Background: an optimization exercise with open tools, aiming at small area. Do not read the settings as production practice.
In this exercise RTL edits were held to simulation tests only and were not proved equivalent to the original.
Power figures rest on the tool's default switching activity, not on a simulated workload.

## design.v

```verilog
module dm_frame_reader (
    input  wire        clk,
    input  wire        rst,             
    input  wire        cmd_valid,
    output wire        cmd_ready,
    input  wire [31:0] cmd_timeout_ms,
    output wire        rx_req,
    input  wire        rx_valid,
    input  wire        rx_tmo,
    input  wire [7:0]  rx_data,
    input  wire        tick_ms,
    output wire        busy,
    output wire [2:0]  res_code,
    output wire        rd_valid,
    output wire [15:0] r0,
    output wire [15:0] r1,
    output wire [15:0] r2,
    output wire [15:0] r3,
    output wire [15:0] r4,
    output wire [15:0] r5,
    output wire [15:0] r6,
    output wire [15:0] r7,
    output wire [15:0] r8,
    output wire [15:0] r9,
    output wire [15:0] r10,
    output wire [15:0] r11
);
    localparam [2:0] IDLE    = 3'd0;
    localparam [2:0] SEEK1   = 3'd1;
    localparam [2:0] SEEK2   = 3'd2;
    localparam [2:0] LEN_HI  = 3'd3;
    localparam [2:0] LEN_LO  = 3'd4;
    localparam [2:0] PAYLOAD = 3'd5;
    localparam [2:0] CK_HI   = 3'd6;
    localparam [2:0] CK_LO   = 3'd7;
    localparam [2:0] RES_NONE        = 3'd0;
    localparam [2:0] RES_OK          = 3'd1;
    localparam [2:0] RES_TIMEOUT     = 3'd2;
    localparam [2:0] RES_UNSUPPORTED = 3'd3;
    localparam [2:0] RES_TRUNCATED   = 3'd4;
    localparam [2:0] RES_CSUM_BAD    = 3'd5;
    localparam [7:0]  SOF1     = 8'h42;
    localparam [7:0]  SOF2     = 8'h4D;
    localparam [31:0] SOF_SUM  = 32'h0000_008F;
    localparam [15:0] FRAME_LEN = 16'd28;
    reg [2:0]  phase;
    reg [2:0]  result;
    reg [31:0] tmo;
    reg [31:0] elapsed;
    reg [15:0] len;
    reg [4:0]  pcnt;
    reg [7:0]  buf_q [0:25];
    reg [31:0] csum;
    reg [15:0] rxck;
    reg [15:0] rdg [0:11];
    assign busy      = (phase != IDLE);
    assign cmd_ready = (phase == IDLE);
    assign rx_req    = (phase != IDLE);
    assign rd_valid  = (result == RES_OK);
    assign res_code  = result;
    assign r0  = rdg[0];
    assign r1  = rdg[1];
    assign r2  = rdg[2];
    assign r3  = rdg[3];
    assign r4  = rdg[4];
    assign r5  = rdg[5];
    assign r6  = rdg[6];
    assign r7  = rdg[7];
    assign r8  = rdg[8];
    assign r9  = rdg[9];
    assign r10 = rdg[10];
    assign r11 = rdg[11];
    wire        tick_cnt   = tick_ms && (phase != IDLE) && (elapsed != 32'hFFFF_FFFF);
    wire [31:0] elapsed_t  = tick_cnt ? (elapsed + 32'd1) : elapsed;
    wire        deadline   = (elapsed_t > tmo);
    wire        sym        = rx_req && rx_valid;
    wire [31:0] rx_ck      = {16'd0, rxck[15:8], rx_data};
    reg [2:0] phase_n;
    reg [2:0] result_n;
    reg       do_finish;     
    reg       do_start;      
    reg       ld_csum_sof;   
    reg       add_csum;      
    reg       ld_len_hi;
    reg       ld_len_lo;
    reg       ld_payload;
    reg       ld_ck_hi;
    reg       ld_reading;
    task sync_fail;
        input [2:0] next;
        begin
            if (deadline) begin
                do_finish = 1'b1;
                result_n  = RES_TIMEOUT;
                phase_n   = IDLE;
            end else
                phase_n = next;
        end
    endtask
    task finish;
        input [2:0] code;
        begin
            do_finish = 1'b1;
            result_n  = code;
            phase_n   = IDLE;
        end
    endtask
    always @(*) begin
        phase_n     = phase;
        result_n    = result;
        do_finish   = 1'b0;
        do_start    = 1'b0;
        ld_csum_sof = 1'b0;
        add_csum    = 1'b0;
        ld_len_hi   = 1'b0;
        ld_len_lo   = 1'b0;
        ld_payload  = 1'b0;
        ld_ck_hi    = 1'b0;
        ld_reading  = 1'b0;
        if (phase == IDLE) begin
            if (cmd_valid) begin
                do_start = 1'b1;
                result_n = RES_NONE;
                phase_n  = SEEK1;
            end
        end else if (sym) begin
            case (phase)
                SEEK1: begin
                    if (rx_tmo)
                        sync_fail(SEEK1);
                    else if (rx_data == SOF1)
                        sync_fail(SEEK2);
                    else
                        sync_fail(SEEK1);
                end
                SEEK2: begin
                    if (rx_tmo)
                        sync_fail(SEEK2);
                    else if (rx_data == SOF2) begin
                        ld_csum_sof = 1'b1;
                        phase_n     = LEN_HI;
                    end else if (rx_data == SOF1)
                        sync_fail(SEEK2);
                    else
                        sync_fail(SEEK1);
                end
                LEN_HI: begin
                    if (rx_tmo)
                        finish(RES_TRUNCATED);
                    else begin
                        ld_len_hi = 1'b1;
                        add_csum  = 1'b1;
                        phase_n   = LEN_LO;
                    end
                end
                LEN_LO: begin
                    if (rx_tmo)
                        finish(RES_TRUNCATED);
                    else if ({len[15:8], rx_data} == FRAME_LEN) begin
                        ld_len_lo = 1'b1;
                        add_csum  = 1'b1;
                        phase_n   = PAYLOAD;
                    end else
                        finish(RES_UNSUPPORTED);
                end
                PAYLOAD: begin
                    if (rx_tmo)
                        finish(RES_TRUNCATED);
                    else begin
                        ld_payload = 1'b1;
                        add_csum   = 1'b1;
                        if (pcnt == 5'd25)
                            phase_n = CK_HI;
                    end
                end
                CK_HI: begin
                    if (rx_tmo)
                        finish(RES_TRUNCATED);
                    else begin
                        ld_ck_hi = 1'b1;
                        phase_n  = CK_LO;
                    end
                end
                default: begin   
                    if (rx_tmo)
                        finish(RES_TRUNCATED);
                    else if (csum == rx_ck) begin
                        ld_reading = 1'b1;
                        finish(RES_OK);
                    end else
                        finish(RES_CSUM_BAD);
                end
            endcase
        end
    end
    wire clear_frame = rst || do_start || do_finish;
    always @(posedge clk) begin
        if (rst) begin
            phase  <= IDLE;
            result <= RES_NONE;
        end else begin
            phase  <= phase_n;
            result <= result_n;
        end
    end
    always @(posedge clk) begin
        if (rst) begin
            tmo     <= 32'd0;
            elapsed <= 32'd0;
        end else if (do_start) begin
            tmo     <= cmd_timeout_ms;
            elapsed <= 32'd0;
        end else
            elapsed <= elapsed_t;
    end
    always @(posedge clk) begin
        if (clear_frame) begin
            len  <= 16'd0;
            pcnt <= 5'd0;
            csum <= 32'd0;
            rxck <= 16'd0;
        end else begin
            if (ld_csum_sof)
                csum <= SOF_SUM;
            else if (add_csum)
                csum <= csum + {24'd0, rx_data};
            if (ld_len_hi)
                len[15:8] <= rx_data;
            if (ld_len_lo) begin
                len[7:0] <= rx_data;
                pcnt     <= 5'd0;
            end
            if (ld_payload)
                pcnt <= (pcnt == 5'd25) ? 5'd0 : pcnt + 5'd1;
            if (ld_ck_hi)
                rxck[15:8] <= rx_data;
        end
    end
    genvar g;
    generate
        for (g = 0; g < 26; g = g + 1) begin : g_buf
            always @(posedge clk) begin
                if (clear_frame)
                    buf_q[g] <= 8'd0;
                else if (ld_payload && pcnt == g)
                    buf_q[g] <= rx_data;
            end
        end
        for (g = 0; g < 12; g = g + 1) begin : g_rdg
            always @(posedge clk) begin
                if (ld_reading)
                    rdg[g] <= {buf_q[2*g], buf_q[2*g+1]};
            end
        end
    endgenerate
endmodule
```

## run.sh

```bash
#!/bin/bash
# synth_recipe.tcl (not shown) runs the flow's synth.tcl, then flattens the netlist and writes it again
# the make line also repeats each setting of config.mk as NAME=value (left out here)
make -C /OpenROAD-flow-scripts/flow DESIGN_CONFIG=/design/flow/config.mk WORK_HOME=/design/flow/orfs CLKGATE_MAP_FILE= SYNTH_SCRIPT=/design/flow/synth_recipe.tcl finish
```

## config.mk

```make
export PLATFORM = sky130hd
export DESIGN_NAME = dm_frame_reader
export DESIGN_NICKNAME = dm_frame_reader
export VERILOG_FILES = /design/flow/design.v
export SDC_FILE = /design/flow/constraint.sdc
export NUM_CORES = 4
export LEC_CHECK = 0
export CAP_MARGIN = 20
export CORE_MARGIN = 2
export CORE_UTILIZATION = 40
export SLEW_MARGIN = 20
```

## constraint.sdc

```tcl
create_clock -name core_clock -period 10.0 [get_ports {clk}]
set_input_delay 2.0000 -clock core_clock [delete_from_list [all_inputs] [get_ports {clk}]]
set_output_delay 2.0000 -clock core_clock [all_outputs]
set_load 0.01 [all_outputs]
```

==> qor.csv, run 1 <==
stage;metric;value;unit
cells_and_area;area grow syn2layout;23.3;%
synth;flops & latches, synth;507;
clock_tree;CTS resizes;0;
cells_and_area;fill cell count;4479;
global_routing;first-pass GRT wire length;76.4;mm
detailed_routing;via count;14300;
synth;Ys Warns;3;
detailed_routing;Routed Wire Length;48.5;mm
setup_path;crit path DAT;6.11;ns
die;FP Rows;82;
clock_tree;Root Buffer;clkbuf_16;
setup_path;critical path fanouts, max;80;
power_and_ir_drop;maximum VDD drop;0.119;mV
die;Die H;229;um
timing;min Tclk post-route;5.68;ns
power_and_ir_drop;Pint;3.43;mW
status;status;finished clean;
cells_and_area;post-route cell area;0.0249;mm^2
setup_path;CP Capture Type;register;
synth;Post-synth ARST share;0;%
timing;worst-margin pin slew;1.08;ns
synth;top cells by area, synth;dfxtp_1 (31%), edfxtp_1 (29%), nand2_1 (6.7%);
power_and_ir_drop;combinational power share;9.0;%
detailed_routing;WL/cell;17.2;um
global_routing;initial antenna violation count;2;
timing;Clock Skews;0.0332;ns
place;Post-DP HPWL;30.1;mm
clock_tree;Max H-tree Level;2;
synth;Top FF cell, synth;dfxtp_1;
detailed_routing;Starting DRT DRC Count;1060;
synth;Net Count, Synth;1999;
detailed_routing;DRC;0;
clock_tree;clock slew at reported path FFs;0.06;ns
clock_tree;clock sink count;507;
setup_path;Worst setup SP type;input port;
synth;post-synthesis sequential area ratio;59.9;%
setup_path;cell repeated most along the worst path;nand3_1;
synth;Syn Std Cell Area;0.0202;mm^2
synth;Post-synth EDFFs;192;
cells_and_area;final std cells w/o fill;2825;
timing;unrepaired setup endpoints after global routing;false;
timing;Slew HR;27.9;%
timing;Slew Viols, Final;0;
power_and_ir_drop;sw power;1.15;mW
setup_path;Critical Path RT;10.43;ns
clock_tree;CTS tree;yes;
synth;Avg Synthesized Cell Area;10.6;um^2
die;Initial Utilization;40.4;%
setup_path;CP Cell Sequence;clkdlybuf4s50_1 -> nand2_1 -> a211oi_2 -> nand3_1 -> xnor2_1 -> ha_1 -> nand3_1 -> or4_1 -> a21oi_1 -> o311a_1 -> a21oi_4 -> o21ai_4 -> buf_4 -> nor3_1;
detailed_routing;Pre-antenna DRT Iters;5;
global_routing;Tot GR Track Use;18.2;%
cells_and_area;share of layout cells above drive strength 1;12.1;%
power_and_ir_drop;clock share of power;43.2;%
die;Die Wd;229;um
global_routing;number of global-route vias before repair;13700;
setup_path;slowest cell delay on critical path;0.76;ns
power_and_ir_drop;pwr dens;184;mW/mm^2
cells_and_area;Final #Nets;2201;
die;CORE AREA;0.0500;mm^2
place;port bufs;244;
timing;WHS;0.416;ns
timing;# setup viols final;0;
power_and_ir_drop;Leakage;8.53;nW
clock_tree;Post-CTS Setup Bufs;0;
clock_tree;CTS buffer count;53;
setup_path;CP max stage cell;buf_4;
clock_tree;CTS Buffer Depth;3;
place;GPL Wtd Cong;0.842;
die;die area;0.0522;mm^2
setup_path;critical path class;in2reg;
synth;cells after synthesis;1906;
hold_path;worst hold path class;reg2reg;
power_and_ir_drop;Seq pwr share;47.8;%
cells_and_area;most frequent cells in the layout;nand2_1 (360), dfxtp_1 (315), clkdlybuf4s50_1 (236), edfxtp_1 (192), nand3_1 (158);
place;Post-DP Area;0.0231;mm^2
job;Max Cap Violations;0;
global_routing;largest net degree at the start of global routing;193;
cells_and_area;most common cell after layout, fill and taps aside;nand2_1;
timing;sum of negative setup slack;0;ns
global_routing;Congestion Overflow GR;0;
timing;Max Freq;0.176;GHz
synth;Cell variety after synth;69;
place;Cells after DPL;2724;
timing;period utilization;56.8;%
synth;Synth top area share;31.3;%
clock_tree;Post-CTS Hold Fix Bufs;0;
detailed_routing;Avg Vias per Cell;5.08;
die;io pins;245;
timing;Hold Fails Final Rpt;0;
power_and_ir_drop;Net Sw Frac;25.1;%
cells_and_area;antenna cell count;0;
detailed_routing;Detail Route Antenna Nets;0;
clock_tree;worst skew pair latency;0.61;ns
synth;post-synth top area cell;dfxtp_1;
-- layer usage --
metal | global-route usage [%] | vias to the layer above | part of all wire, %
met5 | 0 | - | 0.049
met2 | 30.2 | 348 | 48
met4 | 5.17 | 4 | 2.4
met3 | 3.48 | 70 | 5.0
li1 | - | 7057 | -
met1 | 24.2 | 6868 | 45
-- worst max-delay path, delay by kind of cell --
family	cells	cell delay, ns
buffers and inverters	2	1.30
AOI/OAI and AO/OA	5	1.15
and+or+nand+nor	5	1.09
adders and majority gates	1	0.32
xor gates and xnor gates	1	0.17
-- area by class of cell --
type	count	area, um^2	share of cell area (%)
Clock inverter	32	320	1.29
Inverter	50	188	0.755
Timing Repair Buffer	269	2620	10.5
Clock buffer	68	1460	5.89
Sequential cell	507	12100	48.5
Multi-Input combinational cell	1227	7370	29.6
Tap cell	672	841	3.38
-- path summary, 6_finish.rpt --
path	startpoint	to	cells past startpoint	slack [ns]
max	tick_ms	csum[11]	14	4.32
min	buf_q[4][7]	rdg[2][15]	0	0.42
max reg2reg	phase[1]	csum[11]	14	5.00
min reg2reg	buf_q[4][7]	rdg[2][15]	0	0.42
-- power by group through the flow --
stage / clock network (mW) / logic, mW / registers, mW
6_report: 1.98 / 0.412 / 2.19
5_1_grt: 2.11 / 0.454 / 2.19
4_1_cts: 2.03 / 0.416 / 2.19
3_5_place_dp: 0 / 0.414 / 2.23
3_3_place_gp: 0 / 0.408 / 2.23
2_1_floorplan: 0 / 0.325 / 2.22
-- kinds of logic (layout without fill, tap and decap cells) --
| family | Yosys count | in the layout | synth area share (%) |
|---|---|---|---|
| and+or+nand+nor | 766 | 766 | 18.3 |
| AOI/OAI and AO/OA | 313 | 313 | 10.4 |
| adders and majority gates | 47 | 47 | 2.95 |
| DFF | 507 | 507 | 59.9 |
| buffers and inverters | 172 | 419 | 3.90 |
| xor gates and xnor gates | 64 | 64 | 2.78 |
| muxes | 37 | 37 | 1.84 |
-- registers in the layout, indices dropped and copies added, names as in the netlist --
register and flops:
rdg 192, pcnt 5, len 8, result 3, elapsed 32, phase 3
buf_q 192, csum 32, rxck 8, tmo 32
-- synthesized netlist by cell type (6+ instances only) --
master    count
nor3_2        7
o211ai_1      6
and2_1       10
buf_1        11
o21ai_0      17
mux2i_1      36
buf_6        15
a31oi_1       6
a21oi_1     147
edfxtp_1    192
a211oi_1      6
nand3_1     158
dfxtp_1     315
nand2_1     360
xnor2_1      42
nor4_1       17
and4_1       10
nor2_1       63
ha_1         46
buf_2        18
nor3_1       32
nand4_1      17
xor2_1       22
clkbuf_1     75
nor4_2       11
and3_1       10
inv_1        50
nand2b_1      6
nor2b_1      35
a21oi_2     101
-- stage by stage --
step,utilization [%],total power [mW],setup WS (ns)
6_report,49.8,4.58,4.32
5_1_grt,49.8,4.75,4.06
4_1_cts,49.8,4.63,4.32
3_5_place_dp,46.2,2.65,3.70
3_3_place_gp,46.2,2.64,3.84
2_1_floorplan,-,2.54,1.38
==> inputs of run 2 (changes only) <==
==> design.v (replaced) <==
module dm_frame_reader (
    input  wire        clk,
    input  wire        rst,             
    input  wire        cmd_valid,
    output wire        cmd_ready,
    input  wire [31:0] cmd_timeout_ms,
    output wire        rx_req,
    input  wire        rx_valid,
    input  wire        rx_tmo,
    input  wire [7:0]  rx_data,
    input  wire        tick_ms,
    output wire        busy,
    output wire [2:0]  res_code,
    output wire        rd_valid,
    output wire [15:0] r0,
    output wire [15:0] r1,
    output wire [15:0] r2,
    output wire [15:0] r3,
    output wire [15:0] r4,
    output wire [15:0] r5,
    output wire [15:0] r6,
    output wire [15:0] r7,
    output wire [15:0] r8,
    output wire [15:0] r9,
    output wire [15:0] r10,
    output wire [15:0] r11
);
    localparam [2:0] RES_NONE        = 3'd0;
    localparam [2:0] RES_OK          = 3'd1;
    localparam [2:0] RES_TIMEOUT     = 3'd2;
    localparam [2:0] RES_UNSUPPORTED = 3'd3;
    localparam [2:0] RES_TRUNCATED   = 3'd4;
    localparam [2:0] RES_CSUM_BAD    = 3'd5;
    localparam [4:0] P_SEEK1 = 5'd30;
    localparam [4:0] P_SEEK2 = 5'd31;
    localparam [4:0] P_LENHI = 5'd0;
    localparam [4:0] P_LENLO = 5'd1;
    localparam [4:0] P_CKHI  = 5'd28;
    localparam [4:0] P_CKLO  = 5'd29;
    reg         act;         
    reg  [2:0]  result;
    reg  [4:0]  pos;
    reg  [12:0] csum;
    reg         flag;        
    reg         expd;        
    reg  [191:0] sr;         
    assign busy      = act;
    assign cmd_ready = ~act;
    assign rx_req    = act;
    assign res_code  = result;
    assign rd_valid  = (result == RES_OK);
    assign {r0, r1, r2, r3, r4, r5, r6, r7, r8, r9, r10, r11} = sr;
    wire        sym    = act & rx_valid;
    wire        byte_v = sym & ~rx_tmo;
    wire        seek   = pos[4] & pos[3] & pos[2] & pos[1];
    wire        seek2  = seek & pos[0];
    wire [31:0] rem     = sr[31:0];
    wire        rem_z   = (rem == 32'd0);
    wire        rem_inf = (rem == 32'hFFFF_FFFF);
    wire        tick    = act & seek & tick_ms;
    wire        deadline = expd | (tick & rem_z);
    wire        is_42  = (rx_data == 8'h42);
    wire        is_4d  = (rx_data == 8'h4D);
    wire        in_pay = ~seek & (pos >= 5'd2) & (pos <= 5'd25);
    wire        shift  = byte_v & in_pay;
    reg  [2:0]  result_n;
    reg  [4:0]  pos_n;
    reg         act_n;
    always @(*) begin
        act_n    = act;
        result_n = result;
        pos_n    = pos;
        if (!act) begin
            if (cmd_valid) begin
                act_n    = 1'b1;
                result_n = RES_NONE;
                pos_n    = P_SEEK1;
            end
        end else if (sym) begin
            if (seek) begin
                if (seek2 && !rx_tmo && is_4d)
                    pos_n = P_LENHI;
                else if (deadline) begin
                    act_n    = 1'b0;
                    result_n = RES_TIMEOUT;
                end else if (!rx_tmo && is_42)
                    pos_n = P_SEEK2;
                else if (!rx_tmo)
                    pos_n = P_SEEK1;
            end else if (rx_tmo) begin
                act_n    = 1'b0;
                result_n = RES_TRUNCATED;
            end else if (pos == P_LENLO && !(flag && rx_data == 8'd28)) begin
                act_n    = 1'b0;
                result_n = RES_UNSUPPORTED;
            end else if (pos == P_CKLO) begin
                act_n    = 1'b0;
                result_n = (flag && rx_data == csum[7:0]) ? RES_OK : RES_CSUM_BAD;
            end else
                pos_n = pos + 5'd1;
        end
    end
    always @(posedge clk) begin
        if (rst) begin
            act    <= 1'b0;
            result <= RES_NONE;
        end else begin
            act    <= act_n;
            result <= result_n;
        end
        pos <= pos_n;
    end
    always @(posedge clk) begin
        if (byte_v && !seek) begin
            if (pos == P_LENHI)
                flag <= (rx_data == 8'd0);
            else if (pos == P_CKHI)
                flag <= (rx_data == {3'd0, csum[12:8]});
        end
    end
    always @(posedge clk) begin
        if (byte_v && seek2 && is_4d)
            csum <= 13'h8F;
        else if (byte_v && !seek && pos < P_CKHI)
            csum <= csum + {5'd0, rx_data};
    end
    always @(posedge clk) begin
        if (!act)
            expd <= 1'b0;
        else if (tick && rem_z)
            expd <= 1'b1;
    end
    always @(posedge clk) begin
        if (!act && cmd_valid)
            sr[31:0] <= cmd_timeout_ms;
        else if (shift)
            sr[31:0] <= {sr[23:0], rx_data};
        else if (tick && !rem_inf)
            sr[31:0] <= rem - 32'd1;
    end
    always @(posedge clk) begin
        if (shift)
            sr[191:32] <= sr[183:24];
    end
endmodule
--- a/config.mk
+++ b/config.mk
@@ -9,3 +9,5 @@
 export CORE_MARGIN = 2
 export CORE_UTILIZATION = 40
+export CTS_BUF_LIST = sky130_fd_sc_hd__clkbuf_2
+export CTS_CLUSTER_SIZE = 10
 export SLEW_MARGIN = 20
==> run 2 against run 1 <==
Effect of this change: worst hold slack improved by 0.025 ns; combinational power is 28% lower; sequential share of layout area grew 4.0 points; sequential power down 51%; global-route usage up 1.4 points; core utilization is 5.6 points higher; wire length shrank 52%; clock power shrank 71%.
==> qor.csv, run 2 <==
stage;metric;value;unit
status;status;finished clean;
synth;Commonest cells post-synth;edfxtp_1 (198), nand2_1 (56), o21ai_0 (51);
hold_path;worst hold path class;reg2reg;
synth;Cell variety after synth;59;
power_and_ir_drop;pwr dens;163;mW/mm^2
timing;period utilization;50.3;%
detailed_routing;WL/cell;19.1;um
cells_and_area;registers with the most flip-flops;sr: 192 flops, csum: 13 flops, pos: 5 flops;
clock_tree;Post-CTS Hold Fix Bufs;0;
die;Initial Utilization;40.6;%
synth;Avg Synthesized Cell Area;13.9;um^2
cells_and_area;share of layout cells above drive strength 1;10.5;%
die;die area;0.0232;mm^2
clock_tree;Post-CTS Setup Bufs;0;
detailed_routing;Detail Route Antenna Nets;0;
setup_path;FF-to-FF End;sr[152];
synth;Synth top area share;67.5;%
setup_path;Worst setup SP type;input port;
synth;Net Count, Synth;697;
cells_and_area;Top reg by flops;sr;
setup_path;critical path class;in2reg;
die;CORE AREA;0.0217;mm^2
global_routing;Congestion Overflow GR;0;
setup_path;CP Capture Type;register;
clock_tree;CTS buffer count;55;
timing;unrepaired setup endpoints after global routing;false;
timing;min Tclk post-route;5.03;ns
timing;Slew HR;32.0;%
synth;top cells by area, synth;edfxtp_1 (67%), dfxtp_1 (4.1%), o21ai_0 (2.9%);
global_routing;Tot GR Track Use;19.6;%
synth;cells after synthesis;635;
setup_path;crit path DAT;5.44;ns
clock_tree;Max H-tree Level;2;
power_and_ir_drop;Leakage;4.11;nW
synth;Post-synth EDFFs;198;
clock_tree;CTS Buffer Depth;3;
timing;sum of negative setup slack;0;ns
synth;Syn Std Cell Area;0.00881;mm^2
global_routing;largest net degree at the start of global routing;107;
power_and_ir_drop;Seq pwr share;55.3;%
setup_path;r2r setup slk;5.98;ns
synth;flops & latches, synth;216;
timing;Clock Skews;0.0603;ns
setup_path;worst r2r src;pos[2];
cells_and_area;max reg flops;192;
synth;Post-synth ARST share;0;%
power_and_ir_drop;maximum VDD drop;0.0752;mV
timing;Slew Viols, Final;0;
timing;Max Freq;0.199;GHz
job;Max Cap Violations;0;
hold_path;Hold Path Cell Cnt;0;
die;FP Rows;54;
die;io pins;245;
timing;worst-margin pin slew;1.02;ns
global_routing;number of global-route vias before repair;6484;
synth;post-synth top area cell;edfxtp_1;
power_and_ir_drop;Net Sw Frac;28.5;%
cells_and_area;area grow syn2layout;36.3;%
detailed_routing;Routed Wire Length;23.4;mm
clock_tree;worst skew pair latency;0.81;ns
timing;setup ws final;4.97;ns
timing;Hold Fails Final Rpt;0;
power_and_ir_drop;combinational power share;15.1;%
synth;post-synthesis sequential area ratio;71.6;%
place;Place WS;4.12;ns
synth;Ys Warns;1;
cells_and_area;antenna cell count;0;
power_and_ir_drop;clock share of power;29.6;%
place;Cells after DPL;1136;
synth;Top FF cell, synth;edfxtp_1;
place;GPL Wtd Cong;0.831;
place;Post-DP HPWL;16.3;mm
cells_and_area;most frequent cells in the layout;clkdlybuf4s50_1 (244), edfxtp_1 (198), clkbuf_2 (77), nand2_1 (56), o21ai_0 (51);
clock_tree;CTS resizes;0;
clock_tree;clock slew at reported path FFs;0.11;ns
cells_and_area;Final #Nets;975;
detailed_routing;Starting DRT DRC Count;478;
setup_path;reg2reg path depth;6;
detailed_routing;Pre-antenna DRT Iters;4;
hold_path;hold_sp;sr[89];
detailed_routing;via count;6467;
detailed_routing;Avg Vias per Cell;5.27;
die;Die H;152;um
cells_and_area;most common cell after layout, fill and taps aside;clkdlybuf4s50_1;
setup_path;critical path fanouts, max;106;
power_and_ir_drop;sw power;0.558;mW
cells_and_area;final std cells w/o fill;1227;
place;port bufs;244;
global_routing;first-pass GRT wire length;36.4;mm
hold_path;Worst Hold End;sr[97];
timing;WHS;0.441;ns
synth;most common cell in the netlist;edfxtp_1;
die;Die Wd;152;um
timing;# setup viols final;0;
detailed_routing;DRC;0;
setup_path;Critical Path RT;10.41;ns
clock_tree;Root Buffer;clkbuf_2;
global_routing;initial antenna violation count;0;
power_and_ir_drop;Pint;1.40;mW
clock_tree;clock sink count;216;
clock_tree;CTS tree;yes;
run 2: changes by cell type after synthesis, sizes merged, moves of 26 or more:
cell	previous run	this run
inv	50	11
nand2	362	56
dfxtp	315	18
buf	45	5
nor2b	35	2
mux2i	36	1
nor3	39	13
nand3	158	10
a21oi	249	21
clkbuf	77	23
o21ai	19	61
ha	46	15
run 2: metal layers:
layer / GRT usage [%] / wire length [um]
met5: 0 / 0
met4: 6.66 / 570
met2: 30.1 / 10600
met1: 26.9 / 9980
met3: 5.92 / 2340
run 2: critical path, cell delays in order:
cell and delay, ns:
clkdlybuf4s50_1 0.56, or3_1 0.67, or2_1 0.31, buf_4 0.23, inv_6 0.65, buf_4 0.93
run 2: power by group through the flow:
stage               combinational [mW]  sequential (mW)  clock [mW]
floorplan                        0.176             1.09           0
global placement                 0.285             1.10           0
detailed placement               0.290             1.10           0
CTS                              0.293             1.08       0.609
global route                     0.328             1.09       0.657
finish                           0.295             1.08       0.581
run 2: logic make-up (layout without fill, tap and decap cells):
| logic type | count (synthesis) | in the layout | synth area share, % |
|---|---|---|---|
| simple gates | 200 | 200 | 11.8 |
| flops | 216 | 216 | 71.6 |
| compound gates | 121 | 121 | 8.24 |
| buf+inv | 40 | 352 | 1.80 |
| fa+ha+maj | 16 | 16 | 2.36 |
| xor+xnor | 40 | 40 | 3.98 |
| mux | 2 | 2 | 0.241 |
run 2: final cells by class:
| class | count | area, um^2 |
|---|---|---|
| Clock inverter | 14 | 87.6 |
| Clock buffer | 77 | 385 |
| Inverter | 12 | 50.0 |
| Sequential cell | 216 | 6310 |
| Multi-Input combinational cell | 379 | 2350 |
| Tap cell | 280 | 350 |
| Fill cell | 1851 | 9680 |
| Timing Repair Buffer | 249 | 2480 |
run 2: worst max path at each step:
stage,cells past startpoint,startpoint,slack [ns],endpoint
after floorplan,9,rx_valid,4.54,sr[20]
after global placement,6,rx_tmo,4.25,sr[188]
after detailed placement,6,rx_tmo,4.12,sr[152]
after CTS,6,rx_tmo,5.06,sr[133]
after global routing,6,rx_tmo,4.80,sr[150]
final,6,rx_tmo,4.97,sr[152]
run 2: metrics by stage:
stage	total power [mW]	cell area, um^2	util (%)
final	1.96	12000	55.4
after global routing	2.07	12000	55.4
after CTS	1.98	12000	55.4
after detailed placement	1.39	11500	53.2
after global placement	1.38	11500	53.2
after floorplan	1.27	8810	-
==> inputs of run 3 (changes only) <==
--- a/config.mk
+++ b/config.mk
@@ -9,5 +9,4 @@
 export CORE_MARGIN = 2
 export CORE_UTILIZATION = 40
-export CTS_BUF_LIST = sky130_fd_sc_hd__clkbuf_2
-export CTS_CLUSTER_SIZE = 10
+export CTS_BUF_LIST = sky130_fd_sc_hd__clkbuf_4
 export SLEW_MARGIN = 20
==> run 3 against run 2 <==
Effect of this change: first-iteration DRC count increased by 2.7%; still clean on timing, DRC and antenna; die area did not move; core utilization increased by 1.2 points; clock skew down 0.038 ns; critical path type unchanged; maximum frequency decreased by 2.2%; clock power grew 34%; non-clock buffer count did not move; largest power group unchanged; largest cell class unchanged; setup slack worse by 0.11 ns.
==> qor.csv, run 3 <==
stage;metric;value;unit
cells_and_area;max reg flops;192;
clock_tree;clock slew at reported path FFs;0.07;ns
setup_path;crit path DAT;5.41;ns
setup_path;r2r setup slk;6.01;ns
timing;worst-margin pin slew;1.01;ns
setup_path;CP max stage cell;buf_4;
synth;Commonest cells post-synth;edfxtp_1 (198), nand2_1 (56), o21ai_0 (51);
cells_and_area;most common cell after layout, fill and taps aside;clkdlybuf4s50_1;
global_routing;initial antenna violation count;0;
die;Die Wd;152;um
setup_path;Crit path max-delay family;buffers and inverters;
clock_tree;Max H-tree Level;2;
clock_tree;CTS tree;yes;
clock_tree;CTS Buffer Depth;3;
timing;# setup viols final;0;
clock_tree;Root Buffer;clkbuf_4;
synth;post-synth top area cell;edfxtp_1;
power_and_ir_drop;maximum VDD drop;0.0849;mV
timing;Max Freq;0.194;GHz
timing;min Tclk post-route;5.14;ns
cells_and_area;share of layout cells above drive strength 1;10.8;%
clock_tree;CTS buffer count;57;
detailed_routing;WL/cell;19.1;um
clock_tree;clock sink count;216;
place;GPL Wtd Cong;0.831;
detailed_routing;Detail Route Antenna Nets;0;
setup_path;CP Capture Type;register;
synth;Avg Synthesized Cell Area;13.9;um^2
synth;post-synthesis sequential area ratio;71.6;%
place;Post-DP Area;0.0115;mm^2
cells_and_area;area of the multi-input gates;0.00235;mm^2
global_routing;met2 usage;30.2;%
detailed_routing;via count;6500;
global_routing;number of global-route vias before repair;6522;
setup_path;reg2reg path depth;6;
cells_and_area;antenna cell count;0;
hold_path;worst hold path class;reg2reg;
timing;Slew HR;32.4;%
cells_and_area;Final #Nets;977;
setup_path;critical path fanouts, max;106;
clock_tree;CTS resizes;0;
hold_path;Worst Hold End;sr[56];
cells_and_area;area grow syn2layout;39.3;%
synth;flops & latches, synth;216;
cells_and_area;Top reg by flops;sr;
synth;Cell variety after synth;59;
die;io pins;245;
setup_path;critical path class;in2reg;
detailed_routing;DRC;0;
job;Max Cap Violations;0;
cells_and_area;post-route cell area;0.0123;mm^2
hold_path;hold_sp;sr[48];
power_and_ir_drop;pwr dens;176;mW/mm^2
synth;most common cell in the netlist;edfxtp_1;
setup_path;Worst setup SP type;input port;
global_routing;Most Crowded Layer GR;met2;
global_routing;M3 GR Usage;5.92;%
die;FP Rows;54;
synth;Syn Std Cell Area;0.00881;mm^2
timing;Hold Fails Final Rpt;0;
cells_and_area;register area;0.00631;mm^2
die;Initial Utilization;40.6;%
cells_and_area;registers with the most flip-flops;sr: 192 flops, csum: 13 flops, pos: 5 flops;
synth;cells after synthesis;635;
timing;Slew Viols, Final;0;
global_routing;met1 usage;26.9;%
timing;unrepaired setup endpoints after global routing;false;
setup_path;cell repeated most along the worst path;buf_4;
synth;Post-synth EDFFs;198;
synth;Top FF cell, synth;edfxtp_1;
clock_tree;Post-CTS Hold Fix Bufs;0;
hold_path;Hold Path Cell Cnt;0;
setup_path;slowest cell delay on critical path;0.93;ns
setup_path;Critical Path RT;10.27;ns
status;status;finished clean;
place;port bufs;244;
setup_path;worst r2r src;pos[2];
global_routing;largest net degree at the start of global routing;107;
synth;Synth top area share;67.5;%
timing;Clock Skews;0.0219;ns
detailed_routing;Avg Vias per Cell;5.27;
clock_tree;Post-CTS Setup Bufs;0;
timing;sum of negative setup slack;0;ns
setup_path;Worst Path Buf+Inv;4;
global_routing;Congestion Overflow GR;0;
setup_path;FF-to-FF End;sr[184];
place;Post-DP HPWL;16.3;mm
die;die area;0.0232;mm^2
die;Die H;152;um
detailed_routing;Routed Wire Length;23.5;mm
detailed_routing;Starting DRT DRC Count;491;
die;CORE AREA;0.0217;mm^2
setup_path;CP Cell Sequence;clkdlybuf4s50_1 -> or3_1 -> or2_1 -> buf_4 -> inv_6 -> buf_4;
synth;Net Count, Synth;697;
timing;period utilization;51.4;%
detailed_routing;Pre-antenna DRT Iters;5;
synth;Post-synth ARST share;0;%
cells_and_area;final core occ;56.6;%
synth;Ys Warns;1;
clock_tree;worst skew pair latency;0.66;ns
global_routing;Tot GR Track Use;19.7;%
global_routing;first-pass GRT wire length;36.6;mm
power_and_ir_drop;Leakage;4.17;nW
cells_and_area;fill cell count;1824;
synth;top cells by area, synth;edfxtp_1 (67%), dfxtp_1 (4.1%), o21ai_0 (2.9%);
cells_and_area;most frequent cells in the layout;clkdlybuf4s50_1 (244), edfxtp_1 (198), clkbuf_4 (80), nand2_1 (56), o21ai_0 (51);
[run 3: cell types whose count changed in the layout (fill, tap and decap cells not counted)]
| cell | change |
|---|---|
| clkinv_2 | +1 |
| bufinv_16 | +1 |
| inv_6 | +1 |
| clkbuf_4 | +80 |
| clkinv_1 | +3 |
| clkinv_4 | -1 |
| inv_2 | -1 |
| clkbuf_2 | -77 |
[run 3: per-layer routing]
layer,share of wire [%],vias up
li1,-,3025
met1,43,3058
met2,46,370
met3,9.6,47
met4,2.3,0
met5,0,-
[run 3: kinds of logic (layout without fill, tap and decap cells)]
family                   after synthesis  count (layout)  synth area share [%]
AND/OR/NAND/NOR                      200             200                  11.8
adder cells (fa/ha/maj)               16              16                  2.36
AO/OA/AOI/OAI                        121             121                  8.24
flip-flops                           216             216                  71.6
XOR/XNOR                              40              40                  3.98
multiplexers                           2               2                 0.241
buffers and inverters                 40             359                  1.80
[run 3: worst max-delay path by stage]
stage / start / endpoint / slack [ns] / depth (start not counted)
floorplan: rx_valid / sr[20] / 4.54 / 9
global placement: rx_tmo / sr[188] / 4.25 / 6
detailed placement: rx_tmo / sr[152] / 4.12 / 6
CTS: rx_tmo / sr[41] / 4.87 / 6
global route: rx_tmo / sr[41] / 4.61 / 6
finish: rx_tmo / sr[184] / 4.86 / 6
[run 3: power by group]
group          switching [mW]  total, mW  leakage [nW]  internal (mW)
logic                   0.154      0.295          1.79          0.141
registers              0.0556       1.09          1.95           1.03
clock network           0.359      0.779         0.434          0.420
total                   0.569       2.16          4.17           1.59
[run 3: cell type report]
type,count,area share (%)
Inverter,12,0.408
Clock inverter,18,1.06
Sequential cell,216,51.4
Multi-Input combinational cell,379,19.2
Clock buffer,80,4.89
Tap cell,280,2.86
Timing Repair Buffer,249,20.2
[run 3: stage by stage]
step,hold WS [ns],worst slack (ns),power (mW),instances
finish,0.443,4.86,2.16,1234
global route,0.453,4.61,2.27,1234
CTS,0.432,4.87,2.19,1234
detailed placement,0.432,4.12,1.39,1136
global placement,0.431,4.25,1.38,1136
floorplan,0.436,4.54,1.27,635
==> inputs of run 4 (changes only) <==
==> flow/run.sh (new file) <==
#!/bin/bash
set -euo pipefail
bash standard.sh "BUFFER_PORTS_ARGS=-buffer_cell sky130_fd_sc_hd__buf_1" finish > flow_make.log 2>&1
==> standard.sh (new file) <==
#!/bin/bash
# synth_recipe.tcl (not shown) runs the flow's synth.tcl, then flattens the netlist and writes it again
# the make line also repeats each setting of config.mk as NAME=value (left out here)
make -C /OpenROAD-flow-scripts/flow DESIGN_CONFIG=/design/flow/config.mk WORK_HOME=/design/flow/orfs CLKGATE_MAP_FILE= SYNTH_SCRIPT=/design/flow/synth_recipe.tcl "${@:-finish}"
--- a/config.mk
+++ b/config.mk
@@ -9,4 +9,3 @@
 export CORE_MARGIN = 2
 export CORE_UTILIZATION = 40
-export CTS_BUF_LIST = sky130_fd_sc_hd__clkbuf_4
 export SLEW_MARGIN = 20
removed: run.sh
==> run 4 against run 3 <==
Effect of this change: maximum frequency up 9.5%; global-route usage decreased by 1.4 points; area after synthesis unchanged; synthesized cell count unchanged; setup slack gained 0.44 ns; highest routed layer unchanged.
==> qor.csv, run 4 <==
stage;metric;value;unit
die;Die H;152;um
die;Initial Utilization;40.6;%
hold_path;worst hold path class;reg2reg;
cells_and_area;share of layout cells above drive strength 1;5.65;%
cells_and_area;area grow syn2layout;22.1;%
detailed_routing;DRC;0;
timing;unrepaired setup endpoints after global routing;false;
synth;Commonest cells post-synth;edfxtp_1 (198), nand2_1 (56), o21ai_0 (51);
synth;cells after synthesis;635;
power_and_ir_drop;Pint;1.60;mW
cells_and_area;registers with the most flip-flops;sr: 192 flops, csum: 13 flops, pos: 5 flops;
detailed_routing;Detail Route Antenna Nets;0;
place;port bufs;244;
job;Max Cap Violations;0;
global_routing;largest net degree at the start of global routing;96;
hold_path;Hold Path Cell Cnt;0;
cells_and_area;most frequent cells in the layout;buf_1 (244), edfxtp_1 (198), nand2_1 (56), o21ai_0 (51), nor2_1 (47);
cells_and_area;area of the multi-input gates;0.00235;mm^2
power_and_ir_drop;sw power;0.551;mW
setup_path;crit path DAT;4.83;ns
die;die area;0.0232;mm^2
die;Die Wd;152;um
setup_path;Worst setup SP type;input port;
timing;Hold Fails Final Rpt;0;
timing;Slew HR;29.9;%
synth;post-synthesis sequential area ratio;71.6;%
synth;Net Count, Synth;697;
timing;min Tclk post-route;4.70;ns
synth;Top FF cell, synth;edfxtp_1;
cells_and_area;Final #Nets;946;
timing;period utilization;47.0;%
setup_path;r2r setup slk;6.21;ns
power_and_ir_drop;clock share of power;38.0;%
synth;post-synth top area cell;edfxtp_1;
cells_and_area;most common cell after layout, fill and taps aside;buf_1;
synth;most common cell in the netlist;edfxtp_1;
status;status;finished clean;
setup_path;critical path fanouts, max;95;
cells_and_area;fill cell count;1936;
timing;Clock Skews;0.0163;ns
synth;Avg Synthesized Cell Area;13.9;um^2
detailed_routing;Pre-antenna DRT Iters;5;
synth;Post-synth ARST share;0;%
synth;Syn Std Cell Area;0.00881;mm^2
detailed_routing;via count;6236;
setup_path;reg2reg path depth;6;
place;Post-DP Area;0.0100;mm^2
cells_and_area;max reg flops;192;
detailed_routing;Routed Wire Length;22.1;mm
synth;top cells by area, synth;edfxtp_1 (67%), dfxtp_1 (4.1%), o21ai_0 (2.9%);
detailed_routing;WL/cell;18.7;um
synth;Post-synth EDFFs;198;
clock_tree;worst skew pair latency;0.52;ns
setup_path;slowest cell delay on critical path;0.71;ns
synth;Ys Warns;1;
setup_path;critical path class;in2reg;
clock_tree;Post-CTS Setup Bufs;0;
power_and_ir_drop;Net Sw Frac;25.6;%
setup_path;CP Cell Sequence;buf_1 -> or3_1 -> or2_1 -> buf_4 -> inv_6 -> buf_4;
global_routing;initial antenna violation count;0;
clock_tree;CTS Buffer Depth;3;
setup_path;CP Capture Type;register;
detailed_routing;Avg Vias per Cell;5.28;
power_and_ir_drop;Leakage;3.44;nW
global_routing;first-pass GRT wire length;34.6;mm
timing;# setup viols final;0;
power_and_ir_drop;combinational power share;11.7;%
timing;sum of negative setup slack;0;ns
setup_path;CP max stage cell;buf_4;
cells_and_area;antenna cell count;0;
setup_path;cell repeated most along the worst path;buf_4;
synth;flops & latches, synth;216;
die;io pins;245;
setup_path;worst r2r src;pos[2];
synth;Cell variety after synth;59;
clock_tree;CTS resizes;0;
cells_and_area;register area;0.00631;mm^2
power_and_ir_drop;pwr dens;200;mW/mm^2
cells_and_area;post-route cell area;0.0108;mm^2
clock_tree;CTS tree;yes;
global_routing;Tot GR Track Use;18.3;%
clock_tree;clock sink count;216;
clock_tree;Post-CTS Hold Fix Bufs;0;
clock_tree;CTS buffer count;24;
place;GPL Wtd Cong;0.828;
cells_and_area;Top reg by flops;sr;
timing;Slew Viols, Final;0;
place;Post-DP HPWL;15.4;mm
synth;Synth top area share;67.5;%
timing;worst-margin pin slew;1.05;ns
timing;Max Freq;0.213;GHz
setup_path;FF-to-FF End;sr[35];
clock_tree;Max H-tree Level;1;
detailed_routing;Starting DRT DRC Count;391;
global_routing;number of global-route vias before repair;5924;
hold_path;Worst Hold End;sr[106];
die;CORE AREA;0.0217;mm^2
power_and_ir_drop;Seq pwr share;50.3;%
setup_path;Critical Path RT;10.14;ns
global_routing;Congestion Overflow GR;0;
hold_path;hold_sp;sr[98];
clock_tree;Root Buffer;clkbuf_16;
power_and_ir_drop;maximum VDD drop;0.112;mV
clock_tree;clock slew at reported path FFs;0.06;ns
die;FP Rows;54;
==> run 4: cell counts after synthesis <==
Identical to the previous run, type by type.
==> run 4: per-layer routing <==
layer	wire (um)	part of all wire, %	vias up	GRT usage, %
li1	-	-	2922	-
met4	466	2.1	0	4.23
met3	2140	9.7	41	4.52
met5	0	0	-	0
met2	9990	45	318	29.1
met1	9500	43	2955	25.8
==> run 4: how the worst max path moves through the flow <==
stage                  start     end  slack (ns)  cells after the start
floorplan           rx_valid  sr[20]        4.54                      9
global placement      rx_tmo  sr[64]        4.84                      6
detailed placement    rx_tmo  sr[64]        4.77                      6
CTS                   rx_tmo  sr[35]        5.32                      6
global route          rx_tmo  sr[35]        5.09                      6
finish                rx_tmo  sr[35]        5.30                      6
==> run 4: critical path, delay by kind of cell <==
kind,cells,cell delay [ns]
buffers and inverters,4,1.74
AND/OR/NAND/NOR,2,0.98
==> run 4: cell families (layout without fill, tap and decap cells) <==
kind of cell | Yosys count | after routing | synth area share [%]
flops | 216 | 216 | 71.6
simple gates | 200 | 200 | 11.8
compound gates | 121 | 121 | 8.24
xor+xnor | 40 | 40 | 3.98
buf+inv | 40 | 307 | 1.80
fa+ha+maj | 16 | 16 | 2.36
mux | 2 | 2 | 0.241
==> run 4: layout make-up <==
| class | count | area share [%] |
|---|---|---|
| Tap cell | 280 | 3.26 |
| Clock inverter | 16 | 1.08 |
| Inverter | 12 | 0.465 |
| Timing Repair Buffer | 251 | 9.00 |
| Clock buffer | 28 | 5.72 |
| Sequential cell | 216 | 58.6 |
| Multi-Input combinational cell | 379 | 21.9 |
==> run 4: power by group through the flow <==
stage	clock [mW]	combinational, mW	sequential, mW
floorplan	0	0.176	1.09
global placement	0	0.246	1.10
detailed placement	0	0.251	1.10
CTS	0.841	0.252	1.08
global route	0.874	0.287	1.09
finish	0.817	0.253	1.08
==> run 4: per-stage QoR <==
step | setup WS, ns | power, mW | util (%) | cells | hold WS (ns)
after detailed placement | 4.77 | 1.35 | 46.2 | 1138 | 0.432
after global routing | 5.09 | 2.25 | 49.6 | 1182 | 0.430
after global placement | 4.84 | 1.35 | 46.2 | 1138 | 0.428
final | 5.30 | 2.15 | 49.6 | 1182 | 0.430
after CTS | 5.32 | 2.17 | 49.6 | 1182 | 0.428
after floorplan | 4.54 | 1.27 | - | 635 | 0.436
==> inputs of run 5 (changes only) <==
==> flow/run.sh (replaced) <==
#!/bin/bash
set -euo pipefail
bash standard.sh "BUFFER_PORTS_ARGS=-buffer_cell sky130_fd_sc_hd__buf_1" "CTS_ARGS=-sink_clustering_enable -repair_clock_nets -dont_use_dummy_load" finish > flow_make.log 2>&1
==> run 5 against run 4 <==
Effect of this change: clock-buffer cell count fell by 4; maximum frequency fell by 0.53%; via count fell by 1.3%; design area fell by 1.2%; non-clock buffer count did not move; critical path type unchanged; area after synthesis did not move; critical path depth did not move; flip-flop and latch count did not move; core utilization fell by 0.61 points; setup slack got worse by 0.025 ns; die area did not move; clock skew rose by 0.023 ns; largest power group unchanged.
==> qor.csv, run 5 <==
stage;metric;value;unit
status;status;finished clean;
place;port bufs;244;
timing;Clock Skews;0.0396;ns
synth;Top FF cell, synth;edfxtp_1;
power_and_ir_drop;Power Total;2.06;mW
synth;most common cell in the netlist;edfxtp_1;
die;FP Rows;54;
die;Initial Utilization;40.6;%
setup_path;slowest cell delay on critical path;0.71;ns
clock_tree;CTS Buffer Depth;3;
setup_path;r2r setup slk;6.23;ns
synth;post-synth top area cell;edfxtp_1;
synth;Synth top area share;67.5;%
setup_path;critical path class;in2reg;
timing;Hold Fails Final Rpt;0;
synth;Syn Std Cell Area;0.00881;mm^2
detailed_routing;Starting DRT DRC Count;364;
synth;Post-synth ARST share;0;%
timing;# setup viols final;0;
clock_tree;worst skew pair latency;0.51;ns
cells_and_area;area grow syn2layout;20.6;%
power_and_ir_drop;pwr dens;194;mW/mm^2
detailed_routing;WL/cell;18.9;um
cells_and_area;most common cell after layout, fill and taps aside;buf_1;
place;Post-DP HPWL;15.4;mm
setup_path;critical path fanouts, max;95;
cells_and_area;post-route cell area;0.0106;mm^2
detailed_routing;Detail Route Antenna Nets;0;
timing;worst-margin pin slew;1.01;ns
place;Cells after DPL;1138;
synth;post-synthesis sequential area ratio;71.6;%
cells_and_area;share of layout cells above drive strength 1;4.76;%
hold_path;hold_sp;sr[98];
synth;top cells by area, synth;edfxtp_1 (67%), dfxtp_1 (4.1%), o21ai_0 (2.9%);
setup_path;crit path launch;rx_tmo;
setup_path;reg2reg path depth;6;
hold_path;Worst Hold End;sr[106];
clock_tree;Root Buffer;clkbuf_16;
cells_and_area;final std cells w/o fill;1162;
cells_and_area;most frequent cells in the layout;buf_1 (244), edfxtp_1 (198), nand2_1 (56), o21ai_0 (51), nor2_1 (47);
die;Die H;152;um
global_routing;largest net degree at the start of global routing;96;
global_routing;initial antenna violation count;0;
synth;Ys Warns;1;
global_routing;first-pass GRT wire length;34.5;mm
detailed_routing;met2 routed WL;9.95;mm
die;die area;0.0232;mm^2
setup_path;CP max stage cell;buf_4;
clock_tree;clock sink count;216;
timing;period utilization;47.2;%
detailed_routing;Pre-antenna DRT Iters;5;
clock_tree;Post-CTS Setup Bufs;0;
synth;Post-synth EDFFs;198;
cells_and_area;Top reg by flops;sr;
synth;Commonest cells post-synth;edfxtp_1 (198), nand2_1 (56), o21ai_0 (51);
die;CORE AREA;0.0217;mm^2
setup_path;cell repeated most along the worst path;buf_4;
clock_tree;Post-CTS Hold Fix Bufs;0;
synth;cells after synthesis;635;
global_routing;Tot GR Track Use;18.3;%
cells_and_area;Final #Nets;946;
clock_tree;CTS tree;yes;
setup_path;Worst Path Buf+Inv;4;
cells_and_area;max reg flops;192;
setup_path;CP Capture Type;register;
timing;Slew HR;32.6;%
cells_and_area;fill cell count;1932;
detailed_routing;via count;6153;
setup_path;FF-to-FF End;sr[35];
setup_path;Crit path max-delay family;buffers and inverters;
place;Post-DP Area;0.0100;mm^2
die;io pins;245;
detailed_routing;Max Used Layer;met4;
timing;Max Freq;0.212;GHz
setup_path;Worst setup SP type;input port;
setup_path;worst r2r src;pos[2];
timing;Slew Viols, Final;0;
synth;flops & latches, synth;216;
clock_tree;CTS resizes;0;
job;Max Cap Violations;0;
setup_path;crit path DAT;4.83;ns
clock_tree;Max H-tree Level;1;
timing;unrepaired setup endpoints after global routing;false;
hold_path;Hold Path Cell Cnt;0;
timing;min Tclk post-route;4.72;ns
synth;Cell variety after synth;59;
detailed_routing;Routed Wire Length;22.0;mm
place;GPL Wtd Cong;0.828;
detailed_routing;Avg Vias per Cell;5.30;
detailed_routing;DRC;0;
clock_tree;clock slew at reported path FFs;0.06;ns
clock_tree;CTS buffer count;24;
setup_path;Crit path depth;6;
setup_path;CP Cell Sequence;buf_1 -> or3_1 -> or2_1 -> buf_4 -> inv_6 -> buf_4;
detailed_routing;routed length on met1;9.61;mm
power_and_ir_drop;maximum VDD drop;0.108;mV
power_and_ir_drop;Leakage;3.38;nW
global_routing;number of global-route vias before repair;5877;
cells_and_area;antenna cell count;0;
synth;Avg Synthesized Cell Area;13.9;um^2
die;Die Wd;152;um
hold_path;worst hold path class;reg2reg;
detailed_routing;met3 routed WL;2.00;mm
setup_path;Critical Path RT;10.11;ns
global_routing;Congestion Overflow GR;0;
cells_and_area;registers with the most flip-flops;sr: 192 flops, csum: 13 flops, pos: 5 flops;
timing;sum of negative setup slack;0;ns
synth;Net Count, Synth;697;
## run 5: cell types whose count changed in the layout (fill, tap and decap cells not counted), sizes merged
cell and change:
bufinv -1, clkbuf -4, clkinv -12, inv -1
clkinvlp -2
## run 5: layout make-up
cell class	instances	area (um^2)	area share (%)
flip-flops and latches	216	6310	59.3
multi-input cells	379	2350	22.1
repair buffers	251	968	9.11
clock buffers	24	601	5.65
well taps	280	350	3.30
inverters	12	50.0	0.471
## run 5: stage by stage
step                      util, %  hold slack, ns  setup slack (ns)
after detailed placement     46.2           0.432              4.77
after global placement       46.2           0.428              4.84
after global routing         49.0           0.407              5.05
after floorplan                 -           0.436              4.54
final                        49.0           0.410              5.28
after CTS                    49.0           0.400              5.30
## run 5: cell families after synthesis
logic type | synth area share [%]
buffers and inverters | 1.80
and+or+nand+nor | 11.8
AOI/OAI and AO/OA | 8.24
muxes | 0.241
xor gates and xnor gates | 3.98
adders and majority gates | 2.36
DFF | 71.6
## run 5: report_power, final
group | switching [mW] | leakage (nW) | internal (mW)
sequential | 0.0526 | 1.95 | 1.03
clock | 0.309 | 0.296 | 0.419
combinational | 0.149 | 1.13 | 0.103
## run 5: layer usage
metal | up-vias | GRT usage, %
met5 | - | 0
met4 | 0 | 4.06
met3 | 42 | 4.52
met2 | 294 | 28.9
met1 | 2923 | 26.0
li1 | 2894 | -
## run 5: worst max path at each step
stage,end,slack (ns)
floorplan,sr[20],4.54
global placement,sr[64],4.84
detailed placement,sr[64],4.77
CTS,sr[35],5.30
global route,sr[6],5.05
finish,sr[35],5.28
==> inputs of run 6 (changes only) <==
==> run.sh (new file) <==
#!/bin/bash
# synth_recipe.tcl (not shown) runs the flow's synth.tcl, then flattens the netlist and writes it again
# the make line also repeats each setting of config.mk as NAME=value (left out here)
make -C /OpenROAD-flow-scripts/flow DESIGN_CONFIG=/design/flow/config.mk WORK_HOME=/design/flow/orfs CLKGATE_MAP_FILE= SYNTH_SCRIPT=/design/flow/synth_recipe.tcl finish
removed: flow/run.sh
removed: standard.sh
==> run 6 against run 5 <==
Effect of this change: worst hold slack gained 0.035 ns; setup slack got worse by 0.57 ns; register-to-register slack lost 0.22 ns; critical path type unchanged; critical endpoint is now sr[152]; largest cell class unchanged; largest power group unchanged; highest routed layer unchanged.
==> qor.csv, run 6 <==
stage;metric;value;unit
global_routing;largest net degree at the start of global routing;107;
synth;Syn Std Cell Area;0.00881;mm^2
clock_tree;Post-CTS Setup Bufs;0;
clock_tree;clock sink count;216;
detailed_routing;WL/cell;19.6;um
timing;worst-margin pin slew;1.04;ns
die;CORE AREA;0.0217;mm^2
power_and_ir_drop;pwr dens;182;mW/mm^2
setup_path;CP max stage cell;buf_4;
job;Max Cap Violations;0;
global_routing;initial antenna violation count;0;
cells_and_area;max reg flops;192;
setup_path;critical path class;in2reg;
synth;cells after synthesis;635;
global_routing;first-pass GRT wire length;35.9;mm
detailed_routing;Avg Vias per Cell;5.41;
place;Post-DP HPWL;16.3;mm
die;Die Wd;152;um
cells_and_area;Final #Nets;944;
die;Die H;152;um
timing;min Tclk post-route;5.29;ns
timing;Max Freq;0.189;GHz
timing;Hold Fails Final Rpt;0;
hold_path;worst hold path class;reg2reg;
cells_and_area;most common cell after layout, fill and taps aside;clkdlybuf4s50_1;
setup_path;CP Capture Type;register;
synth;Post-synth ARST share;0;%
die;io pins;245;
power_and_ir_drop;combinational power share;13.1;%
setup_path;cell repeated most along the worst path;buf_4;
synth;Synth top area share;67.5;%
synth;post-synthesis sequential area ratio;71.6;%
detailed_routing;DRC;0;
timing;# setup viols final;0;
hold_path;hold_sp;sr[40];
place;port bufs;244;
synth;Post-synth EDFFs;198;
cells_and_area;registers with the most flip-flops;sr: 192 flops, csum: 13 flops, pos: 5 flops;
clock_tree;CTS Buffer Depth;3;
synth;Top FF cell, synth;edfxtp_1;
detailed_routing;Starting DRT DRC Count;450;
synth;Avg Synthesized Cell Area;13.9;um^2
timing;unrepaired setup endpoints after global routing;false;
setup_path;worst r2r src;pos[2];
setup_path;slowest cell delay on critical path;0.89;ns
synth;Net Count, Synth;697;
clock_tree;Max H-tree Level;1;
clock_tree;clock slew at reported path FFs;0.06;ns
global_routing;number of global-route vias before repair;6227;
setup_path;Crit path max-delay family;buffers and inverters;
clock_tree;Post-CTS Hold Fix Bufs;0;
cells_and_area;area grow syn2layout;39.8;%
power_and_ir_drop;Seq pwr share;48.4;%
setup_path;crit path DAT;5.42;ns
global_routing;Congestion Overflow GR;0;
synth;Post-Synth XOR/XNOR Area;3.98;%
detailed_routing;via count;6381;
power_and_ir_drop;Leakage;4.12;nW
synth;top cells by area, synth;edfxtp_1 (67%), dfxtp_1 (4.1%), o21ai_0 (2.9%);
setup_path;Worst setup SP type;input port;
cells_and_area;fill cell count;1780;
power_and_ir_drop;clock share of power;38.5;%
die;die area;0.0232;mm^2
detailed_routing;Pre-antenna DRT Iters;5;
clock_tree;CTS resizes;0;
clock_tree;CTS buffer count;24;
setup_path;Worst Path Buf+Inv;4;
synth;adder-cell area share of the yosys netlist;2.36;%
synth;Synth Area in Simple Gates;11.8;%
synth;Ys Warns;1;
setup_path;CP Cell Sequence;clkdlybuf4s50_1 -> or3_1 -> or2_1 -> buf_4 -> inv_6 -> buf_4;
synth;most common cell in the netlist;edfxtp_1;
power_and_ir_drop;Pint;1.68;mW
timing;Slew Viols, Final;0;
cells_and_area;Top reg by flops;sr;
die;Initial Utilization;40.6;%
synth;Commonest cells post-synth;edfxtp_1 (198), nand2_1 (56), o21ai_0 (51);
cells_and_area;final core occ;56.8;%
clock_tree;worst skew pair latency;0.51;ns
cells_and_area;antenna cell count;0;
cells_and_area;area of the multi-input gates;0.00235;mm^2
timing;sum of negative setup slack;0;ns
cells_and_area;share of layout cells above drive strength 1;6.22;%
detailed_routing;Routed Wire Length;23.2;mm
timing;period utilization;52.9;%
cells_and_area;most frequent cells in the layout;clkdlybuf4s50_1 (244), edfxtp_1 (198), nand2_1 (56), o21ai_0 (51), nor2_1 (47);
synth;Synth Area in Compound Gates;8.24;%
detailed_routing;Detail Route Antenna Nets;0;
setup_path;critical path fanouts, max;106;
power_and_ir_drop;maximum VDD drop;0.0833;mV
status;status;finished clean;
setup_path;Critical Path RT;10.12;ns
synth;flops & latches, synth;216;
synth;largest family of logic cells by synthesized area;simple AND/OR/NAND/NOR gates;
clock_tree;CTS tree;yes;
timing;Slew HR;30.8;%
die;FP Rows;54;
clock_tree;Root Buffer;clkbuf_16;
synth;Cell variety after synth;59;
cells_and_area;register area;0.00631;mm^2
synth;share of synthesized area spent on multiplexers;0.241;%
timing;Clock Skews;0.00995;ns
synth;post-synth top area cell;edfxtp_1;
power_and_ir_drop;Net Sw Frac;25.2;%
setup_path;crit path launch;rx_tmo;
place;GPL Wtd Cong;0.831;
global_routing;Tot GR Track Use;19.2;%
power_and_ir_drop;sw power;0.566;mW
-- run 6: through the flow --
stage / hold slack, ns / std cells / instance area, um^2 / setup WS [ns] / power [mW]
global route: 0.453 / 1180 / 12300 / 4.42 / 2.34
detailed placement: 0.432 / 1136 / 11500 / 4.12 / 1.39
CTS: 0.448 / 1180 / 12300 / 4.68 / 2.26
floorplan: 0.436 / 635 / 8810 / 4.54 / 1.27
global placement: 0.431 / 1136 / 11500 / 4.25 / 1.38
finish: 0.445 / 1180 / 12300 / 4.71 / 2.24
-- run 6: cells by family after synthesis --
family | after synthesis
muxes | 2
AOI/OAI and AO/OA | 121
adders and majority gates | 16
DFF | 216
buffers and inverters | 40
xor gates and xnor gates | 40
and+or+nand+nor | 200
-- run 6: worst paths after layout --
| kind | depth (start not counted) | slack [ns] | to |
|---|---|---|---|
| setup / recovery | 6 | 4.71 | sr[152] |
| hold reg to reg | 0 | 0.44 | sr[48] |
| hold / removal | 0 | 0.44 | sr[48] |
| setup reg to reg | 6 | 6.01 | sr[152] |
-- run 6: power by group through the flow --
stage | Sequential [mW] | Clock, mW | Combinational (mW)
6_report | 1.09 | 0.864 | 0.295
2_1_floorplan | 1.09 | 0 | 0.176
5_1_grt | 1.09 | 0.924 | 0.328
3_5_place_dp | 1.10 | 0 | 0.290
4_1_cts | 1.08 | 0.886 | 0.293
3_3_place_gp | 1.10 | 0 | 0.285
-- run 6: final cells by class --
class                   count  area share, %
flip-flops and latches    216           51.2
well taps                 280           2.84
clock buffers              25           5.08
inverters                  12          0.406
repair buffers            249           20.1
multi-input cells         379           19.1
clock inverters            19           1.26
-- run 6: per-layer routing --
metal / track usage (%) / up-vias / part of all wire, %
li1: - / 2920 / -
met1: 27.3 / 3083 / 44
met2: 29.8 / 339 / 45
met3: 4.95 / 39 / 9.2
met4: 4.54 / 0 / 1.8
met5: 0 / - / 0
==> inputs of run 7 (changes only) <==
==> flow/run.sh (new file) <==
#!/bin/bash
set -euo pipefail
bash standard.sh "BUFFER_PORTS_ARGS=-buffer_cell sky130_fd_sc_hd__buf_1" "CTS_ARGS=-sink_clustering_enable -repair_clock_nets -dont_use_dummy_load -buf_list sky130_fd_sc_hd__clkbuf_8 -sink_clustering_size 16 -sink_clustering_max_diameter 60" finish > flow_make.log 2>&1
==> standard.sh (new file) <==
#!/bin/bash
# synth_recipe.tcl (not shown) runs the flow's synth.tcl, then flattens the netlist and writes it again
# the make line also repeats each setting of config.mk as NAME=value (left out here)
make -C /OpenROAD-flow-scripts/flow DESIGN_CONFIG=/design/flow/config.mk WORK_HOME=/design/flow/orfs CLKGATE_MAP_FILE= SYNTH_SCRIPT=/design/flow/synth_recipe.tcl "${@:-finish}"
removed: run.sh
==> run 7 against run 6 <==
Effect of this change: still clean on timing, DRC and antenna; design area fell by 16%; register-to-register slack improved by 0.22 ns; power fell by 20%; area after synthesis did not move; clock-buffer cell count fell by 5; wire length fell by 5.8%; setup slack improved by 0.63 ns; clock power fell by 48%; via count fell by 4.0%; first-iteration DRC count fell by 15%.
==> qor.csv, run 7 <==
stage;metric;value;unit
timing;min Tclk post-route;4.66;ns
synth;Post-synth ARST share;0;%
place;port bufs;244;
synth;top cells by area, synth;edfxtp_1 (67%), dfxtp_1 (4.1%), o21ai_0 (2.9%);
synth;Post-synth EDFFs;198;
cells_and_area;Top reg by flops;sr;
cells_and_area;most common cell after layout, fill and taps aside;buf_1;
synth;Commonest cells post-synth;edfxtp_1 (198), nand2_1 (56), o21ai_0 (51);
cells_and_area;post-route cell area;0.0103;mm^2
synth;post-synthesis sequential area ratio;71.6;%
timing;sum of negative setup slack;0;ns
global_routing;largest net degree at the start of global routing;96;
timing;Max Freq;0.214;GHz
timing;Slew Viols, Final;0;
clock_tree;clock sink count;216;
place;Post-DP Area;0.0100;mm^2
clock_tree;worst skew pair latency;0.54;ns
clock_tree;Max H-tree Level;1;
cells_and_area;fill cell count;1983;
timing;# setup viols final;0;
timing;unrepaired setup endpoints after global routing;false;
power_and_ir_drop;maximum VDD drop;0.100;mV
clock_tree;Post-CTS Setup Bufs;0;
cells_and_area;antenna cell count;0;
cells_and_area;max reg flops;192;
cells_and_area;register area;0.00631;mm^2
setup_path;CP Capture Type;register;
synth;most common cell in the netlist;edfxtp_1;
die;Die Wd;152;um
cells_and_area;area grow syn2layout;16.9;%
clock_tree;Post-CTS Hold Fix Bufs;0;
synth;post-synth top area cell;edfxtp_1;
synth;Ys Warns;1;
power_and_ir_drop;sw power;0.474;mW
synth;Syn Std Cell Area;0.00881;mm^2
timing;period utilization;46.6;%
synth;Top FF cell, synth;edfxtp_1;
detailed_routing;Routed Wire Length;21.8;mm
timing;Clock Skews;0.0605;ns
power_and_ir_drop;clock share of power;25.3;%
status;status;finished clean;
power_and_ir_drop;Net Sw Frac;26.6;%
die;FP Rows;54;
job;Max Cap Violations;0;
place;Post-DP HPWL;15.4;mm
synth;Net Count, Synth;697;
clock_tree;CTS buffer count;20;
synth;Cell variety after synth;59;
global_routing;Tot GR Track Use;18.3;%
synth;flops & latches, synth;216;
clock_tree;CTS Buffer Depth;3;
clock_tree;clock slew at reported path FFs;0.10;ns
clock_tree;Root Buffer;clkbuf_8;
detailed_routing;Avg Vias per Cell;5.29;
power_and_ir_drop;combinational power share;14.1;%
global_routing;first-pass GRT wire length;34.2;mm
die;Initial Utilization;40.6;%
setup_path;critical path fanouts, max;95;
detailed_routing;Detail Route Antenna Nets;0;
timing;worst-margin pin slew;1.01;ns
timing;Hold Fails Final Rpt;0;
clock_tree;CTS resizes;0;
cells_and_area;Final #Nets;942;
synth;cells after synthesis;635;
synth;Avg Synthesized Cell Area;13.9;um^2
global_routing;number of global-route vias before repair;5849;
cells_and_area;registers with the most flip-flops;sr: 192 flops, csum: 13 flops, pos: 5 flops;
die;CORE AREA;0.0217;mm^2
place;GPL Wtd Cong;0.828;
cells_and_area;most frequent cells in the layout;buf_1 (244), edfxtp_1 (198), nand2_1 (56), o21ai_0 (51), nor2_1 (47);
global_routing;initial antenna violation count;0;
die;Die H;152;um
power_and_ir_drop;Seq pwr share;60.6;%
detailed_routing;Starting DRT DRC Count;381;
setup_path;critical path class;in2reg;
power_and_ir_drop;Pint;1.31;mW
detailed_routing;WL/cell;18.9;um
power_and_ir_drop;pwr dens;173;mW/mm^2
setup_path;Critical Path RT;10.16;ns
timing;Slew HR;32.0;%
die;io pins;245;
cells_and_area;share of layout cells above drive strength 1;4.33;%
power_and_ir_drop;Leakage;3.23;nW
clock_tree;CTS tree;yes;
detailed_routing;Pre-antenna DRT Iters;5;
setup_path;Worst setup SP type;input port;
setup_path;crit path DAT;4.83;ns
hold_path;worst hold path class;reg2reg;
synth;Synth top area share;67.5;%
die;die area;0.0232;mm^2
detailed_routing;DRC;0;
cells_and_area;area of the multi-input gates;0.00235;mm^2
global_routing;Congestion Overflow GR;0;
detailed_routing;via count;6123;
-- run 7: path summary, 6_finish.rpt --
kind | start | endpoint | slack, ns | depth (start not counted)
hold / removal | sr[98] | sr[106] | 0.41 | 0
setup reg to reg | pos[2] | sr[72] | 6.23 | 6
hold reg to reg | sr[98] | sr[106] | 0.41 | 0
setup / recovery | rx_tmo | sr[72] | 5.34 | 6
-- run 7: cell families (layout without fill, tap and decap cells) --
kind of cell             count (synthesis)  after routing  synth area share, %
AO/OA/AOI/OAI                          121            121                 8.24
multiplexers                             2              2                0.241
flip-flops                             216            216                 71.6
AND/OR/NAND/NOR                        200            200                 11.8
buffers and inverters                   40            283                 1.80
XOR/XNOR                                40             40                 3.98
adder cells (fa/ha/maj)                 16             16                 2.36
-- run 7: area by class of cell --
cell class,instances,area share (%)
multi-input cells,379,22.8
clock buffers,20,2.67
inverters,12,0.486
well taps,280,3.40
repair buffers,251,9.40
flip-flops and latches,216,61.2
-- run 7: metal layers --
| layer | wire length [um] | vias up | global-route usage [%] |
|---|---|---|---|
| li1 | - | 2889 | - |
| met1 | 9410 | 2899 | 25.8 |
| met2 | 9820 | 299 | 28.7 |
| met3 | 2160 | 36 | 4.58 |
| met4 | 452 | 0 | 4.28 |
| met5 | 0 | - | 0 |
-- run 7: through the flow --
stage | setup slack (ns) | power (mW) | std cells | utilization, % | hold slack, ns
final | 5.34 | 1.79 | 1158 | 47.5 | 0.406
after CTS | 5.37 | 1.80 | 1158 | 47.5 | 0.389
after detailed placement | 4.77 | 1.35 | 1138 | 46.2 | 0.432
after global routing | 5.11 | 1.88 | 1158 | 47.5 | 0.400
after global placement | 4.84 | 1.35 | 1138 | 46.2 | 0.428
after floorplan | 4.54 | 1.27 | 635 | - | 0.436
-- run 7: critical path, cell delays in order --
cell   delay, ns
buf_1       0.19
or3_1       0.67
or2_1       0.32
buf_4       0.24
inv_6       0.61
buf_4       0.71
-- run 7: power by group through the flow --
| stage | clock [mW] | combinational, mW | sequential [mW] |
|---|---|---|---|
| 6_report | 0.452 | 0.253 | 1.08 |
| 5_1_grt | 0.501 | 0.287 | 1.09 |
| 4_1_cts | 0.471 | 0.252 | 1.08 |
| 3_5_place_dp | 0 | 0.251 | 1.10 |
| 3_3_place_gp | 0 | 0.246 | 1.10 |
| 2_1_floorplan | 0 | 0.176 | 1.09 |

-- afterwards: timing with drivers on the ports --
How much do the figures lean on ideal ports? The routed layouts below were timed once more, with nothing changed but the port constraints.
Step 1 sets driving cells, clkbuf_16 on the clock port and buf_2 on the other inputs (assumed; they add their load-dependent delay and slew).
Step 2, shift: input delay + t, output delay - t, t = (earliest + latest rising clock arrival at the registers) / 2. This alone moves slack from input paths to output paths.
Three values: ideal, step 1, step 2; two values: the first two.
| run | shift t [ns] | slack for setup (ns) | slew at the worst register clock pin (ns) | worst data-port slew with drivers (ns) |
|---|---|---|---|---|
| run 1 | 0.655 | 4.320 / 4.355 / 3.699 | 0.06 / 0.06 | 0.06 |
| run 2 | 0.820 | 4.970 / 4.981 / 4.161 | 0.12 / 0.12 | 0.05 |
| run 3 | 0.692 | 4.858 / 4.873 / 4.182 | 0.08 / 0.08 | 0.05 |
| run 4 | 0.553 | 5.302 / 5.326 / 4.773 | 0.06 / 0.06 | 0.05 |
| run 5 | 0.532 | 5.277 / 5.299 / 4.767 | 0.06 / 0.06 | 0.05 |
| run 6 | 0.549 | 4.708 / 4.731 / 4.182 | 0.06 / 0.06 | 0.05 |
| run 7 | 0.547 | 5.336 / 5.353 / 4.806 | 0.10 / 0.10 | 0.05 |
After both steps setup and hold are still met in every run listed. For run 2, which loses most, drivers alone change the setup slack by +0.011 ns; drivers and shift together by -0.809 ns.
